Background: an optimization exercise with open tools, aiming at small area, a short achievable clock period and few clock cycles. Do not read the settings as production practice. In this exercise RTL edits were held to simulation tests only and were not proved equivalent to the original. Power figures rest on the tool's default switching activity, not on a simulated workload.

<file path="flow/config.mk">
export PLATFORM = sky130hd
export DESIGN_NAME = cat64_core
export DESIGN_NICKNAME = cat64_core
export VERILOG_FILES = /design/flow/design.v
export SDC_FILE = /design/flow/constraint.sdc
export NUM_CORES = 4
export LEC_CHECK = 0
export CAP_MARGIN = 20
export CORE_MARGIN = 2
export CORE_UTILIZATION = 25
export PLACE_DENSITY = 0.35
export SLEW_MARGIN = 20
</file>
<file path="flow/run.sh">
#!/bin/bash
# synth_recipe.tcl (not shown) runs the flow's synth.tcl, then flattens the netlist and writes it again
# the make line also repeats each setting of config.mk as NAME=value (left out here)
make -C /OpenROAD-flow-scripts/flow DESIGN_CONFIG=/design/flow/config.mk WORK_HOME=/design/flow/orfs CLKGATE_MAP_FILE= SYNTH_SCRIPT=/design/flow/synth_recipe.tcl finish
</file>
<file path="flow/design.v">
module cat64_addrspace #(
    parameter integer S    = 128,
    parameter integer NREG = 8,
    parameter [31:0]  COLOR = 32'hFF3366CC
) (
    input  wire        clk,
    input  wire        rst,
    input  wire [31:0] x_addr,
    input  wire [31:0] x_data,
    input  wire        x_wmem,       
    input  wire        x_wreg,       
    input  wire        x_rreg,       
    input  wire        fill,         
    input  wire [4:0]  rd_row0,
    input  wire [4:0]  rd_row1,
    input  wire [4:0]  rd_row2,
    input  wire [4:0]  rd_row3,
    input  wire [1:0]  rd_rot,
    output wire [31:0] rd_bytes,     
    output wire [31:0] reg_word      
);
    localparam integer ROWS = S / 4;
    localparam integer NFILL = 24;           
    wire [4:0] wr = x_addr[6:2];
    wire [1:0] ws = x_addr[1:0];
    reg [ROWS-1:0] wr_oh;
    integer i;
    always @(*) begin
        wr_oh = {ROWS{1'b0}};
        for (i = 0; i < ROWS; i = i + 1)
            if (wr == i) wr_oh[i] = 1'b1;
    end
    wire [7:0] rbyte [0:3];
    genvar b, r;
    generate
        for (b = 0; b < 4; b = b + 1) begin : g_bank
            wire [1:0] k     = b[1:0] - ws;
            wire [7:0] wbyte = x_data[31 - 8*k -: 8];
            wire [7:0] dbyte = rst ? 8'd0 : (fill ? COLOR[31 - 8*b -: 8] : wbyte);
            wire       carry = (ws > b);
            wire [7:0] row_q [0:ROWS-1];
            for (r = 0; r < ROWS; r = r + 1) begin : g_row
                if (4*r + b < S - 1) begin : g_st
                    wire hit = carry ? ((r > 0) ? wr_oh[(r > 0) ? r - 1 : 0] : 1'b0) : wr_oh[r];
                    wire en  = rst | (x_wmem & hit) | (fill && r < NFILL);
                    reg [7:0] q;
                    always @(posedge clk)
                        if (en) q <= dbyte;
                    assign row_q[r] = q;
                end else begin : g_zero
                    assign row_q[r] = 8'd0;
                end
            end
            wire [4:0] rrow = (b == 0) ? rd_row0 : (b == 1) ? rd_row1 : (b == 2) ? rd_row2 : rd_row3;
            assign rbyte[b] = row_q[rrow];
        end
    endgenerate
    assign rd_bytes[31:24] = rbyte[rd_rot];
    assign rd_bytes[23:16] = rbyte[rd_rot + 2'd1];
    assign rd_bytes[15:8]  = rbyte[rd_rot + 2'd2];
    assign rd_bytes[7:0]   = rbyte[rd_rot + 2'd3];
    reg [31:0]     reg_addr [0:NREG-1];
    reg [31:0]     reg_val  [0:NREG-1];
    reg [NREG-1:0] reg_vld;
    wire [NREG-1:0] hit_vec;
    genvar c;
    generate
        for (c = 0; c < NREG; c = c + 1) begin : g_hit
            assign hit_vec[c] = reg_vld[c] && (reg_addr[c] == x_addr);
        end
    endgenerate
    wire any_hit = |hit_vec;
    wire [NREG-1:0] free_lowest = ~reg_vld & {reg_vld[NREG-2:0], 1'b1};
    integer q;
    always @(posedge clk) begin
        if (rst)
            reg_vld <= {NREG{1'b0}};
        else if (x_wreg && !any_hit)
            reg_vld <= {reg_vld[NREG-2:0], 1'b1};
    end
    always @(posedge clk) begin
        for (q = 0; q < NREG; q = q + 1) begin
            if (x_wreg && (hit_vec[q] || (!any_hit && free_lowest[q])))
                reg_val[q] <= x_data;
            if (x_wreg && !any_hit && free_lowest[q])
                reg_addr[q] <= x_addr;
        end
    end
    reg [31:0] rw;
    always @(*) begin
        rw = 32'd0;
        for (q = 0; q < NREG; q = q + 1)
            rw = rw | (reg_val[q] & {32{x_rreg & hit_vec[q]}});
    end
    assign reg_word = rw;
endmodule
module cat64_sched (
    input  wire        clk,
    input  wire        rst,
    input  wire        do_start,
    input  wire        do_stop,
    input  wire        do_pause,
    input  wire        do_resume,
    input  wire        sec_evt,
    input  wire        tick_evt,
    output wire        live,         
    output wire        running,      
    output reg  [15:0] rate,
    output wire        busy_next     
);
    localparam [1:0] ST_IDLE    = 2'd0,
                     ST_RUNNING = 2'd1,
                     ST_PAUSED  = 2'd2,
                     ST_STOPPED = 2'd3;
    reg [1:0]  state;
    reg [15:0] frames;
    reg [7:0]  secs;
    reg        div_run;
    reg [3:0]  div_cnt;
    reg [7:0]  div_r;
    reg [7:0]  div_d;
    assign live    = (state == ST_RUNNING) || (state == ST_PAUSED);
    assign running = (state == ST_RUNNING);
    wire        div_start = tick_evt && live && (secs != 8'd0);
    wire [15:0] frames_inc = frames + 16'd1;
    wire [8:0]  div_trial  = {div_r, rate[15]};
    wire        div_ge     = div_trial >= {1'b0, div_d};
    wire [8:0]  div_diff   = div_trial - {1'b0, div_d};
    assign busy_next = div_start || (div_run && div_cnt != 4'd15);
    always @(posedge clk) begin
        if (rst) begin
            state   <= ST_IDLE;
            frames  <= 16'd0;
            secs    <= 8'd0;
            rate    <= 16'd0;
            div_run <= 1'b0;
        end else begin
            if (do_start) begin
                if (state == ST_IDLE || state == ST_STOPPED) begin
                    state  <= ST_RUNNING;
                    frames <= 16'd0;
                    secs   <= 8'd0;
                end
            end else if (do_stop) begin
                if (live)
                    state <= ST_STOPPED;
            end else if (do_pause) begin
                if (state == ST_RUNNING)
                    state <= ST_PAUSED;
            end else if (do_resume) begin
                if (state == ST_PAUSED)
                    state <= ST_RUNNING;
            end else if (sec_evt) begin
                if (live && secs != 8'hFF)
                    secs <= secs + 8'd1;
            end else if (tick_evt) begin
                if (live) begin
                    if (secs != 8'd0) begin
                        frames <= 16'd0;
                        secs   <= 8'd0;
                    end else
                        frames <= frames_inc;
                end
            end
            if (div_start) begin
                div_run <= 1'b1;
                rate    <= frames_inc;
            end else if (div_run) begin
                rate <= {rate[14:0], div_ge};
                if (div_cnt == 4'd15)
                    div_run <= 1'b0;
            end
        end
    end
    always @(posedge clk) begin
        if (div_start) begin
            div_cnt <= 4'd0;
            div_r   <= 8'd0;
            div_d   <= secs;
        end else if (div_run) begin
            div_cnt <= div_cnt + 4'd1;
            div_r   <= div_ge ? div_diff[7:0] : div_trial[7:0];
        end
    end
endmodule
module cat64_core #(
    parameter integer S     = 128,
    parameter integer W     = 8,
    parameter integer H     = 3,
    parameter integer NREG  = 8,
    parameter [31:0]  COLOR = 32'hFF3366CC
) (
    input  wire        clk,
    input  wire        rst,
    input  wire        cmd_valid,
    output wire        cmd_ready,
    input  wire [7:0]  cmd_op,
    input  wire [31:0] cmd_addr,
    input  wire [31:0] cmd_data,
    input  wire        tick,
    input  wire        sec,
    output reg         rsp_valid,
    output wire [7:0]  rsp_status,
    output wire [31:0] rsp_value,
    output wire        pix_valid,
    output wire [23:0] pix_rgb
);
    localparam integer NPIX = W * H;
    localparam [7:0] OP_READ32        = 8'h01,
                     OP_WRITE32       = 8'h02,
                     OP_STEP          = 8'h10,
                     OP_START         = 8'h20,
                     OP_STOP          = 8'h21,
                     OP_PAUSE         = 8'h22,
                     OP_RESUME        = 8'h23,
                     OP_GET_RATE      = 8'h24,
                     OP_GET_ISRUNNING = 8'h25,
                     OP_RENDER        = 8'h30,
                     OP_SET_FB_BASE   = 8'h31;
    reg busy;                        
    assign cmd_ready = !busy;
    wire accept   = cmd_valid && cmd_ready;
    wire tick_acc = tick && !cmd_valid && cmd_ready;
    wire sec_acc  = sec && !cmd_valid && !tick && cmd_ready;
    wire op_read   = cmd_op == OP_READ32;
    wire op_write  = cmd_op == OP_WRITE32;
    wire op_step   = cmd_op == OP_STEP;
    wire op_start  = cmd_op == OP_START;
    wire op_stop   = cmd_op == OP_STOP;
    wire op_pause  = cmd_op == OP_PAUSE;
    wire op_resume = cmd_op == OP_RESUME;
    wire op_rate   = cmd_op == OP_GET_RATE;
    wire op_isrun  = cmd_op == OP_GET_ISRUNNING;
    wire op_render = cmd_op == OP_RENDER;
    wire op_setfb  = cmd_op == OP_SET_FB_BASE;
    wire op_known  = op_read | op_write | op_step | op_start | op_stop | op_pause |
                     op_resume | op_rate | op_isrun | op_render | op_setfb;
    wire in_mem = (cmd_addr[31:7] == 25'd0) && (cmd_addr[6:2] != 5'd31);
    reg [31:0] x_addr, x_data;       
    reg        x_wmem, x_wreg, x_rmem, x_rreg, x_step, x_start, x_stop,
               x_pause, x_resume, x_isrun, x_tick, x_sec;
    reg        rsp_ref;              
    reg        rate_sel;             
    always @(posedge clk) begin
        x_addr <= cmd_addr;
        x_data <= cmd_data;
    end
    always @(posedge clk) begin
        if (rst) begin
            x_wmem <= 1'b0; x_wreg <= 1'b0; x_rmem <= 1'b0; x_rreg <= 1'b0;
            x_step <= 1'b0; x_start <= 1'b0; x_stop <= 1'b0; x_pause <= 1'b0;
            x_resume <= 1'b0; x_isrun <= 1'b0; x_tick <= 1'b0; x_sec <= 1'b0;
            rsp_ref <= 1'b0; rate_sel <= 1'b0;
        end else begin
            x_wmem   <= accept && op_write && in_mem;
            x_wreg   <= accept && op_write && !in_mem;
            x_rmem   <= accept && op_read && in_mem;
            x_rreg   <= accept && op_read && !in_mem;
            x_step   <= accept && op_step;
            x_start  <= accept && op_start;
            x_stop   <= accept && op_stop;
            x_pause  <= accept && op_pause;
            x_resume <= accept && op_resume;
            x_isrun  <= accept && op_isrun;
            x_tick   <= tick_acc;
            x_sec    <= sec_acc;
            if (accept) begin
                rsp_ref  <= !op_known;
                rate_sel <= op_rate;
            end
        end
    end
    wire        live, running, rate_busy;
    wire [15:0] rate;
    cat64_sched u_sched (
        .clk       (clk),
        .rst       (rst),
        .do_start  (x_start),
        .do_stop   (x_stop),
        .do_pause  (x_pause),
        .do_resume (x_resume),
        .sec_evt   (x_sec),
        .tick_evt  (x_tick),
        .live      (live),
        .running   (running),
        .rate      (rate),
        .busy_next (rate_busy)
    );
    wire fill = (x_step && live) || (x_tick && running);
    reg [7:0]  fbp;
    reg        fb_far;
    always @(posedge clk) begin
        if (rst) begin
            fbp    <= 8'd1;
            fb_far <= 1'b0;
        end else if (accept && op_setfb) begin
            fbp    <= {1'b0, cmd_addr[6:0]} + 8'd1;
            fb_far <= cmd_addr[31:7] != 25'd0;
        end
    end
    reg        rend;                 
    reg [4:0]  pcnt;                 
    wire       rend_start = accept && op_render;
    wire       rend_more  = rend && pcnt != NPIX - 1;
    always @(posedge clk) begin
        if (rst) begin
            rend <= 1'b0;
            pcnt <= 5'd0;
        end else if (rend_start) begin
            rend <= 1'b1;
            pcnt <= 5'd0;
        end else if (rend) begin
            pcnt <= pcnt + 5'd1;
            if (!rend_more)
                rend <= 1'b0;
        end
    end
    reg  [7:0] ra;                   
    reg        ra_far;
    reg  [4:0] row0, row1, row2, row3;
    reg  [1:0] rot;
    reg  [2:0] pmask;                
    wire [7:0] ra_n = rend_start ? fbp : rend_more ? ra + 8'd4 : {1'b0, cmd_addr[6:0]};
    wire       far_n = rend_start ? fb_far : ra_far;
    always @(posedge clk) begin
        ra     <= ra_n;
        ra_far <= far_n;
        rot    <= ra_n[1:0];
        row0   <= ra_n[6:2] + (ra_n[1:0] > 2'd0);
        row1   <= ra_n[6:2] + (ra_n[1:0] > 2'd1);
        row2   <= ra_n[6:2] + (ra_n[1:0] > 2'd2);
        row3   <= ra_n[6:2];
        pmask  <= {3{!far_n}} & {ra_n < 8'd128, ra_n < 8'd127, ra_n < 8'd126};
    end
    wire [31:0] rd_bytes, reg_word;
    cat64_addrspace #(.S(S), .NREG(NREG), .COLOR(COLOR)) u_as (
        .clk      (clk),
        .rst      (rst),
        .x_addr   (x_addr),
        .x_data   (x_data),
        .x_wmem   (x_wmem),
        .x_wreg   (x_wreg),
        .x_rreg   (x_rreg),
        .fill     (fill),
        .rd_row0  (row0),
        .rd_row1  (row1),
        .rd_row2  (row2),
        .rd_row3  (row3),
        .rd_rot   (rot),
        .rd_bytes (rd_bytes),
        .reg_word (reg_word)
    );
    reg rate_wait;                   
    always @(posedge clk) begin
        if (rst) begin
            rsp_valid <= 1'b0;
            busy      <= 1'b0;
            rate_wait <= 1'b0;
        end else begin
            rsp_valid <= 1'b0;
            if (accept) begin
                if (op_render)
                    busy <= 1'b1;
                else if (op_rate && rate_busy) begin
                    busy      <= 1'b1;
                    rate_wait <= 1'b1;
                end else
                    rsp_valid <= 1'b1;
            end
            if (rend && pcnt == NPIX - 2) begin
                rsp_valid <= 1'b1;
                busy      <= 1'b0;
            end
            if (rate_wait && !rate_busy) begin
                rsp_valid <= 1'b1;
                busy      <= 1'b0;
                rate_wait <= 1'b0;
            end
        end
    end
    assign rsp_status = {8{rsp_ref}};
    assign rsp_value  = (rd_bytes & {32{x_rmem}}) | reg_word |
                        ({16'd0, rate} & {32{rate_sel}}) |
                        {31'd0, (x_step || x_isrun) && live};
    assign pix_valid = rend;
    assign pix_rgb   = {rd_bytes[31:24] & {8{pmask[2]}},
                        rd_bytes[23:16] & {8{pmask[1]}},
                        rd_bytes[15:8]  & {8{pmask[0]}}};
endmodule
</file>
<file path="flow/constraint.sdc">
create_clock -name core_clock -period 10.0 [get_ports {clk}]
set_input_delay 2.0000 -clock core_clock [delete_from_list [all_inputs] [get_ports {clk}]]
set_output_delay 2.0000 -clock core_clock [all_outputs]
set_load 0.01 [all_outputs]
</file>
==> reports/qor.txt <==
RSZ-0062 raised after global routing: false
Seq/Total Area, Yosys: 69.6%
WS Path Type: flop to output port
Final ANT Viol Nets: 0
Filler Cell Count: 28600
Fin Hold WS: 476 ps
Hold_buf cts: 0
#FFs+latches synth: 1722
CP cell instances: inv_1, ha_1, or3_1, or4b_1, a41o_1, mux2_2, mux2i_1, a211o_1, clkdlybuf4s50_1
Post-CTS setup buffer count: 0
Max-slew violation count: 0
CP max FO: 20
Die area: 0.291 mm²
Root buf cell: clkbuf_16
EDFF count, synth: 1536
CP Capture Type: output port
Power Total: 17400 µW
Mapped Nets: 5146
CTS Sinks: 1722
Worst Skew: 64.4 ps
Timing-limited maximum frequency: 0.122 GHz
Nets@finish: 5414
Iter 0 DRT Violations: 4548
WP data arrival: 6160 ps
Top FF cell, synth: edfxtp_1
Worst slew margin: 22.2%
Worst hold path type: flop to flop
Initial antenna violation count: 15
Critical path's top delay family: simple AND/OR/NAND/NOR gates
DIE WIDTH: 539 µm
Vias after detailed routing: 46900
Leading cell type by number of instances after synthesis: edfxtp_1
Number of global-route vias before repair: 46200
Status: no timing/DRC/antenna violations
Synth area leader: edfxtp_1
Bufs and invs on worst path: 2
Global route overflow: 0
Post-Syn Instances: 5037
CTS tree: yes
Tightest Pin Transition: 1160 ps
Placed Cells: 8859
Asr flop ratio synth: 0%
Syn avg cell area: 14.2 µm²
Minimum clock period: 8160 ps
Layout cells sized above 1: 14.1%
Area grow syn2layout: 18.9%
Initial core utilization: 25.1%
Worst-path clk slew: 60 ps
Die Y: 539 µm
Period utilisation layout: 81.6%
Pin count of the biggest net entering global routing: 65
Largest cells by area after synthesis: edfxtp_1 64%, dfxtp_1 5.2%, xor2_1 2.9%, nand3_1 2.2%, mux2i_1 1.6%
Post-DP HPWL: 197000 µm
Vias per cell: 5.07
Pwr Density: 205 mW/mm²
Post-Route WL: 295000 µm
Endpoints failing hold: 0
GPL Wtd Cong: 0.912
Yosys cell types: 89
Worst-Skew Late Latency: 890 ps
Mapped Area: 0.0717 mm²
Slowest cell on the critical path: or4b_1
# DRC: 0
Peak VDD IR: 129 µV
Leak pwr: 0.0290 µW
Routed len/inst: 31.9 µm
Row cnt: 196
GRT Util Overall: 19.7%
Clock Path Buffers: 4
Max-Cap Viols: 0
Yosys warns: 5
First-pass GRT wire length: 402000 µm
Port Buffer Count: 143
Post-Place Worst Slack: 2740 ps
CP max stage delay: 880 ps
Top cells by count, synth: 1536 x edfxtp_1, 322 x nand3_1, 242 x nor2_1, 235 x xor2_1, 197 x clkbuf_1
I/O pins: 144
Core area: 0.285 mm²
CP Launch Type: flop
TritonCTS Buffers: 206
Cells resized by post-CTS repair: 0
Drt pass-1 iters: 8
H-tree Lvls: 4
Setup TNS: 0 ps
Setup-failing EPs final: 0
Required time of the critical path: 8000 ps
Setup ws final: 1840 ps
Post-Layout Cell Count: 9247
Share of the synthesized area in the top cell type: 64.4%
-- layout make-up --
| type | instances | area (µm²) | share of cell area [%] |
|---|---|---|---|
| well taps | 3762 | 4710 | 5.52 |
| clock inverters | 103 | 887 | 1.04 |
| clock buffers | 267 | 5550 | 6.51 |
| multi-input cells | 2909 | 20500 | 24.1 |
| diodes | 18 | 45.0 | 0.0529 |
| repair buffers | 401 | 3390 | 3.98 |
| inverters | 65 | 249 | 0.292 |
| flip-flops and latches | 1722 | 49900 | 58.5 |
-- where the power goes --
part,total [µW],internal [µW],switching [µW]
registers,8470,8260,207
clock network,7290,4210,3080
logic,1680,474,1210
-- metrics by stage --
step | utilization [%] | instance area, µm²
global route | 29.9 | 85200
CTS | 29.9 | 85200
detailed placement | 27.6 | 78700
global placement | 27.6 | 78600
floorplan | - | 71700
finish | 29.9 | 85200
-- worst min-delay path: cells and delay by family, from the launching register on --
kind | cells | cell delay [ps]
simple gates | 1 | 60
compound gates | 1 | 50
flops | 1 | 320
-- cells in the final DEF (no fill, tap or decap), types with 30 or more instances in the layout --
cell,synthesis,final
a21o_1,42,36
nor2_1,242,213
a32oi_1,73,73
a211oi_1,33,33
nor3_1,76,73
a31oi_1,30,30
clkinv_2,0,34
nand4_1,125,125
ha_1,31,31
and2_1,64,63
nor2b_1,38,33
xnor2_1,73,73
and3_1,153,151
dfxtp_1,186,165
clkdlybuf4s50_1,0,142
buf_4,12,255
a221oi_1,37,37
inv_1,61,61
xor2_1,235,235
a22oi_1,120,120
nor4_1,108,99
clkinv_1,3,39
o21ai_0,155,113
mux4_2,34,34
edfxtp_1,1536,1536
nand2_1,161,161
mux2_2,44,44
o21ai_1,10,34
nand3_1,322,322
a2111oi_0,44,43
a22o_1,50,50
nand2b_1,33,33
clkbuf_16,0,208
clkbuf_1,197,47
a21oi_1,103,100
mux2i_1,118,118
-- final timing paths --
path                              endpoint  cells after the start  slack (ps)                     startpoint
max                           rsp_value[8]                      9        1840                  ra[6]$_DFF_P_
min          u_sched.state[1]$_SDFFE_PP0P_                      2         480  u_sched.state[1]$_SDFFE_PP0P_
max reg2reg   u_as.reg_val[0][0]$_DFFE_PP_                     10        5140              x_addr[2]$_DFF_P_
min reg2reg  u_sched.state[1]$_SDFFE_PP0P_                      2         480  u_sched.state[1]$_SDFFE_PP0P_
-- cells by family after synthesis --
| group | count (synthesis) | synth area share (%) |
|---|---|---|
| AO/OA/AOI/OAI | 877 | 8.85 |
| XOR/XNOR | 308 | 3.76 |
| adder cells (fa/ha/maj) | 32 | 0.569 |
| buffers and inverters | 406 | 2.43 |
| flip-flops | 1722 | 69.6 |
| multiplexers | 196 | 3.41 |
| AND/OR/NAND/NOR | 1496 | 11.4 |
-- registers in the layout, indices dropped and copies added, names as in the netlist, 16 cells and up --
register,count
u_as.g_bank.g_row.g_st.q,1016
u_as.reg_addr,256
u_as.reg_val,256
u_sched.frames,16
u_sched.rate,16
x_addr,32
x_data,32
-- layer usage --
| layer | wire [µm] | vias to the layer above | global-route usage, % |
|---|---|---|---|
| met5 | 0 | - | 0 |
| met4 | 10300 | 0 | 6.20 |
| met3 | 14200 | 372 | 2.61 |
| met2 | 141000 | 1572 | 32.7 |
| met1 | 129000 | 24600 | 26.5 |
| li1 | - | 20400 | - |
Testbench counts, summed over its fixed seeds: cycles 7,626.

-- what the ideal ports hide --
Ports are ideal in the flow. The routed layout listed here was re-timed in OpenROAD.
Step 1: set_driving_cell puts a clkbuf_16 on clk and a buf_2 on each other input, an assumption about the parent block.
Step 2 times the ports against the registers' clock, not the clock port: input delays grow and output delays shrink by t, the midpoint of the rising clock arrivals with the driver on.
Three values: ideal ports, drivers, drivers and shift; two values: the first two.
shift t [ns]: 0.950
setup slack, ns: 1.837 / 1.744 / 2.694
slew at the worst register clock pin (ns): 0.07 / 0.07
worst slew at a driven data input, ns: 0.11
pins driven straight from the clock port: 1
After both steps this run still meets setup and hold. The setup slack of this run moves by -0.093 ns with the drivers and by +0.857 ns with both steps.
